Context: an optimization exercise on an open-source flow, tuned for small area, a short achievable clock period and few clock cycles. The choices shown serve that exercise and are no tape-out recipe.
In this exercise RTL edits were held to simulation tests only and were not proved equivalent to the original.

==> flow/design.v <==
module ca_divider (
    input  wire         clk,
    input  wire         rst,
    input  wire         start,
    input  wire [127:0] dividend,
    input  wire [63:0]  divisor,
    output reg          busy,
    output reg          done,
    output wire [127:0] quotient,
    output wire [63:0]  remainder
);
    reg [127:0] q;       
    reg [63:0]  r;       
    reg [63:0]  d;       
    reg [7:0]   count;   
    wire [64:0] trial = {r, q[127]};
    wire [64:0] diff  = trial - {1'b0, d};
    wire        qbit  = ~diff[64];
    always @(posedge clk) begin
        if (rst) begin
            busy <= 1'b0;
            done <= 1'b0;
        end else begin
            done <= 1'b0;
            if (!busy) begin
                if (start) begin
                    q     <= dividend;
                    r     <= 64'd0;
                    d     <= divisor;
                    count <= 8'd128;
                    busy  <= 1'b1;
                end
            end else begin
                q <= {q[126:0], qbit};
                r <= qbit ? diff[63:0] : trial[63:0];
                count <= count - 8'd1;
                if (count == 8'd1) begin
                    busy <= 1'b0;
                    done <= 1'b1;
                end
            end
        end
    end
    assign quotient  = q;
    assign remainder = r;
endmodule
module carry_adder (
    input  wire        clk,
    input  wire        rst,        
    input  wire        wr_en,
    input  wire [3:0]  wr_addr,
    input  wire [63:0] wr_data,
    output wire        ready,
    output reg  [63:0] rc,
    output reg  [63:0] ru,
    output reg  [63:0] rl,
    output reg  [1:0]  st
);
    localparam [2:0] OP_ADD = 3'd1, OP_NEG = 3'd2, OP_SUB = 3'd3, OP_LSH = 3'd4,
                     OP_RSH = 3'd5, OP_MUL = 3'd6, OP_QUOREM = 3'd7;
    localparam [1:0] ST_OK = 2'd0, ST_DIVZERO = 2'd1, ST_ILLEGAL = 2'd2;
    reg [63:0] au, al, bu, bl;
    wire div_busy;
    wire div_done;
    wire [127:0] div_q;
    wire [63:0]  div_r;
    assign ready = ~(div_busy | div_done);
    wire host_wr = wr_en & ready;
    wire issue   = host_wr & (wr_addr == 4'd4);
    always @(posedge clk) begin
        if (host_wr) begin
            case (wr_addr)
                4'd0: au <= wr_data;
                4'd1: al <= wr_data;
                4'd2: bu <= wr_data;
                4'd3: bl <= wr_data;
                default: ;
            endcase
        end
    end
    wire [2:0]  op    = wr_data[2:0];
    wire [31:0] n     = wr_data[63:32];
    wire        z_bad = |wr_data[31:3];
    wire        n_bad = (op != OP_LSH) && (op != OP_RSH) && (n != 32'd0);
    wire        illegal = z_bad | (op == 3'd0) | n_bad;
    wire [127:0] a = {au, al};
    wire [127:0] b = {bu, bl};
    wire [128:0] sum  = {1'b0, a} + {1'b0, b};
    wire [127:0] neg  = 128'd0 - a;
    wire [127:0] diff = a - b;
    wire [127:0] prod = al * bl;
    wire [191:0] lsh  = {64'd0, a} << n;
    wire [191:0] rsh  = {a, 64'd0} >> n;
    wire div_start = issue & ~illegal & (op == OP_QUOREM) & (bl != 64'd0);
    ca_divider u_div (
        .clk      (clk),
        .rst      (rst),
        .start    (div_start),
        .dividend (a),
        .divisor  (bl),
        .busy     (div_busy),
        .done     (div_done),
        .quotient (div_q),
        .remainder(div_r)
    );
    always @(posedge clk) begin
        if (rst) begin
            st <= ST_OK;
        end else if (div_done) begin
            rc <= div_r;
            ru <= div_q[127:64];
            rl <= div_q[63:0];
            st <= ST_OK;
        end else if (issue) begin
            if (illegal) begin
                st <= ST_ILLEGAL;
            end else begin
                case (op)
                    OP_ADD: begin
                        rc <= {63'd0, sum[128]};
                        {ru, rl} <= sum[127:0];
                        st <= ST_OK;
                    end
                    OP_NEG: begin
                        rc <= 64'd0;
                        {ru, rl} <= neg;
                        st <= ST_OK;
                    end
                    OP_SUB: begin
                        rc <= 64'd0;
                        {ru, rl} <= diff;
                        st <= ST_OK;
                    end
                    OP_LSH: begin
                        {rc, ru, rl} <= lsh;
                        st <= ST_OK;
                    end
                    OP_RSH: begin
                        {ru, rl, rc} <= rsh;
                        st <= ST_OK;
                    end
                    OP_MUL: begin
                        rc <= 64'd0;
                        {ru, rl} <= prod;
                        st <= ST_OK;
                    end
                    OP_QUOREM: begin
                        if (bl == 64'd0)
                            st <= ST_DIVZERO;
                    end
                    default: st <= ST_ILLEGAL;
                endcase
            end
        end
    end
endmodule
==> flow/run.sh <==
#!/bin/bash
# synth_recipe.tcl (not shown) runs the flow's synth.tcl, then flattens the netlist and writes it again
# the make line also repeats each setting of config.mk as NAME=value (left out here)
make -C /OpenROAD-flow-scripts/flow DESIGN_CONFIG=/design/flow/config.mk WORK_HOME=/design/flow/orfs CLKGATE_MAP_FILE= SYNTH_SCRIPT=/design/flow/synth_recipe.tcl finish
==> flow/config.mk <==
export PLATFORM = sky130hd
export DESIGN_NAME = carry_adder
export DESIGN_NICKNAME = carry_adder
export VERILOG_FILES = /design/flow/design.v
export SDC_FILE = /design/flow/constraint.sdc
export NUM_CORES = 4
export LEC_CHECK = 0
export CAP_MARGIN = 50
export CORE_MARGIN = 2
export CORE_UTILIZATION = 40
export SETUP_SLACK_MARGIN = 0.2
export SLEW_MARGIN = 50
==> flow/constraint.sdc <==
create_clock -name core_clock -period 11.5 [get_ports {clk}]
set_input_delay 2.3000 -clock core_clock [delete_from_list [all_inputs] [get_ports {clk}]]
set_output_delay 2.3000 -clock core_clock [all_outputs]
set_load 0.01 [all_outputs]
==> parameters.txt <==
Parameter                              Value

Synth
  Area contributors post-synth ... fa_1 38%, edfxtp_1 10%, inv_1 7.3%
  Top cell type by total area after synthesis ... fa_1
  Number of enable-type register cells in the synthesized netlist ... 712
  Sequential cell area fraction in the yosys report ... 10.5%
  Top_reg_cell synth ... edfxtp_1
  Post-Synthesis Net Count ... around 29k
  Flip-flop and latch count after synthesis ... slightly above 700
  Synth top area share ... between 30% and 40%
  Synthesized cell area ... around 200000 um2
  Async S/R FF share, synth ... 0%
  Number of warnings printed during yosys synthesis ... 2
  Yosys cell types ... 99
  Avg Synthesized Cell Area ... 8.67 um2
  Syn Inst Count ... about 24k

Detailed routing
  Mean number of vias per cell ... between 6 and 7
  Total via count in the routed design ... about 180k
  Final antenna-violating net count ... 0
  DRC violation count after routing ... 0
  Detailed router's first-iteration violation count ... around 23k
  Final Routed Wirelength ... 1100 mm
  Average routed wire per standard cell ... approximately 36 um
  Number of detailed-routing iterations run before antenna repair ... 8

Setup path
  Startpoint-to-endpoint class of the critical path ... reg -> reg
  Slowest cell on crit path ... fa_1
  Critical Path AT ... 11.76 ns
  R2R setup slack ... ~0.29 ns
  Largest driver fanout on the critical path ... 26
  Critical Path Source ... bl[5]$_DFFE_PP_
  Buffers & Inverters on Critical Path ... 8
  Slowest Stage Delay on Critical Path ... 0.56 ns
  R2R cell count ... 34
  Nature of the critical path endpoint ... flop
  Startpoint Class ... flop
  Most Frequent Cell on Critical Path ... fa_1
  RR Startpoint ... bl[5]$_DFFE_PP_
  Number of cells on the critical path ... 34
  Required @ worst endpoint ... around 12 ns
  Delay-heaviest family, CP ... adder cells

GRT
  Antenna violations before repair ... about 150
  Met1 Use GR ... around 54%
  GRT Resource Usage Total ... a little over two fifths
  Global route overflow ... 0
  Most utilized layer in the global route result ... met2
  First-pass GRT wire length ... between 1500 and 2000 mm
  GR Util met3 ... ~11%
  Vias in the first global route ... 185k
  Pin count of the biggest net entering global routing ... roughly 110
  Met2 Track Usage GR ... around three fifths

Final layout
  Ratio of cells with drive above 1 in the final layout ... between 8 and 9%
  Highest-count cells in the layout ignoring fill and taps ... 3974 x inv_1, 3839 x fa_1, 3128 x nand2_1
  Final Core Density ... 44.1%
  Signed area change from the synthesized netlist to the final layout ... 9.60%
  Final Net Count ... 28.1k
  Leading cell type in the layout, fill and taps excluded ... inv_1

Timing
  Period minus WS final ... ~11 ns
  Crit share post-route ... about 100%
  Final slew viol count ... 0
  Setup Viol. Count Final ... 0
  Highest achievable clock rate ... just under 90 MHz
  Number of hold violations in the final report ... 0
  Setup repair after global routing missed its margin ... yes
  Actual slew at the worst max-slew pin ... between 0.9 and 1 ns
  Setup skew after layout ... 0.113 ns
  Slew HR ... between 30% and 40%
  Setup TNS ... 0 ns

Die
  Initial core utilization ... 40.2%
  Floorplan core area ... between 500000 and 600000 um2
  Die area ... between 500000 and 600000 um2
  Top Ports ... between 200 and 300
  Cell Rows ... ~260
  Height of the chip ... 720 um
  Die Span X ... between 700 and 800 um

Clocking
  Root Driver ... clkbuf_16
  Clock buffer count from CTS ... 101
  Number of buffers between clock root and the deepest sink ... 4
  Latest clock arrival within the worst-skew pair ... about 0.9 ns
  Sink Count ... roughly 720
  Clock edge transition at the registers on the reported setup and hold paths ... approximately 0.070 ns
  CTS tree ... yes
  H-tree depth reported by CTS ... 3

Hold path
  Hold path cells ... 1
  Critical hold path startpoint ... u_div.q[98]$_DFFE_PP_
  Worst min-delay path category ... reg -> reg

Run
  Number of max-cap violations ... 0

Placed design
  Final weighted congestion of routability-driven global placement ... 1.10
  Hpwl dp ... ~900 mm
  Port-buffer cells ... 265

Outcome
  Status ... timing/DRC/antenna clean
==> worst reg2reg max path, delay by kind of cell, from the launching register on <==
family / cells / cell delay (ns)
flip-flops: 1 / 0.53
buffers and inverters: 8 / 1.01
AND/OR/NAND/NOR: 1 / 0.18
adder cells (fa/ha/maj): 11 / 5.33
AO/OA/AOI/OAI: 13 / 3.62
XOR/XNOR: 1 / 0.18
==> what timing repair did <==
item	in CTS	in global routing
setup buffers	0	4
setup endpoints to repair	5	15
pin swaps	0	0
resized for setup	2	24
cloned	0	0
hold buffers	0	0
==> synth_stat cells, types with 75 or more instances <==
master	instances
xnor2_1	259
mux2i_1	346
ha_1	978
or3_1	75
clkbuf_1	1589
a211oi_1	133
edfxtp_1	712
inv_1	3983
xor2_1	131
a21o_1	195
nand2_1	3139
o211ai_1	84
nor4_1	146
and2_1	1845
nor3_1	225
a21oi_1	1114
mux4_2	224
a31oi_1	123
o21bai_1	150
buf_1	147
o21a_1	90
a221oi_1	111
fa_1	3839
nor2_1	1362
nand4_1	159
o21ai_0	764
nand3_1	236
o31ai_1	103
o22ai_1	140
mux2_2	178
a21boi_0	91
and3_1	87
==> kinds of logic after synthesis <==
group / count (synthesis) / share of synthesized area, %
AOI/OAI and AO/OA: 3633 / 11.3
xor gates and xnor gates: 390 / 1.67
adders and majority gates: 4817 / 43.5
buffers and inverters: 5788 / 10.6
DFF: 716 / 10.5
muxes: 748 / 5.13
and+or+nand+nor: 7531 / 17.3
==> area by class of cell <==
class                      count  area (um2)
timing repair buffer        1294       12400
fill                       50776      285000
tap                         6732        8420
antenna                      138         345
inverter                    3995       15000
clock buffer                 121        2620
multi-input combinational  17119      163000
sequential                   716       21500
clock inverter                64         808
==> flip-flops by register name, indices dropped and copies added (netlist names) <==
signal       cells
u_div.busy       1
u_div.d         64
al              64
bl              64
rl              64
au              64
st               2
u_div.q        128
u_div.r         64
u_div.done       1
ru              64
u_div.count      8
bu              64
rc              64
==> layer usage <==
metal	up-vias	share of wire (%)
li1	74410	-
met1	96279	39
met2	10894	42
met3	2562	10
met4	46	8.7
met5	-	0.050
==> per-stage QoR <==
step | cells | hold slack [ns] | area [um2] | setup WS [ns]
finish | 30179 | 0.487 | 225000 | 0.285
detailed placement | 29841 | 0.515 | 220000 | -0.0998
global route | 30088 | 0.516 | 224000 | 0.153
floorplan | 23623 | 0.452 | 205000 | 1.45
global placement | 29809 | 0.500 | 219000 | -0.249
CTS | 30026 | 0.487 | 224000 | 0.207
==> worst paths after layout <==
| path | end |
|---|---|
| min | ru[34]$_DFFE_PP_ |
| max reg2reg | ru[41]$_DFFE_PP_ |
| max | ru[41]$_DFFE_PP_ |
| min reg2reg | ru[34]$_DFFE_PP_ |
Testbench counts, summed over its fixed seeds: cycles 48,270.

[afterwards: timing with drivers on the ports]
In the flow no input, the clock included, has a driving cell. The finished layout below was timed again as built, in two steps. Step 1 assumes that a clkbuf_16 drives the clock port and a buf_2 every other input. Step 2, shift: input delay + t, output delay - t, t = (earliest + latest rising clock arrival at the registers) / 2. This alone moves slack from input paths to output paths. Three values: no drivers, after step 1, after step 2; two values: the first two.
t (ns): 0.982
setup slack, ns: 0.285 / 0.285 / 0.285
hold WS [ns]: 0.487 / 0.487 / 0.487
After both steps setup and hold are still met in this run. The setup slack of this run moves by 0.000 ns with the drivers and by 0.000 ns with both steps.
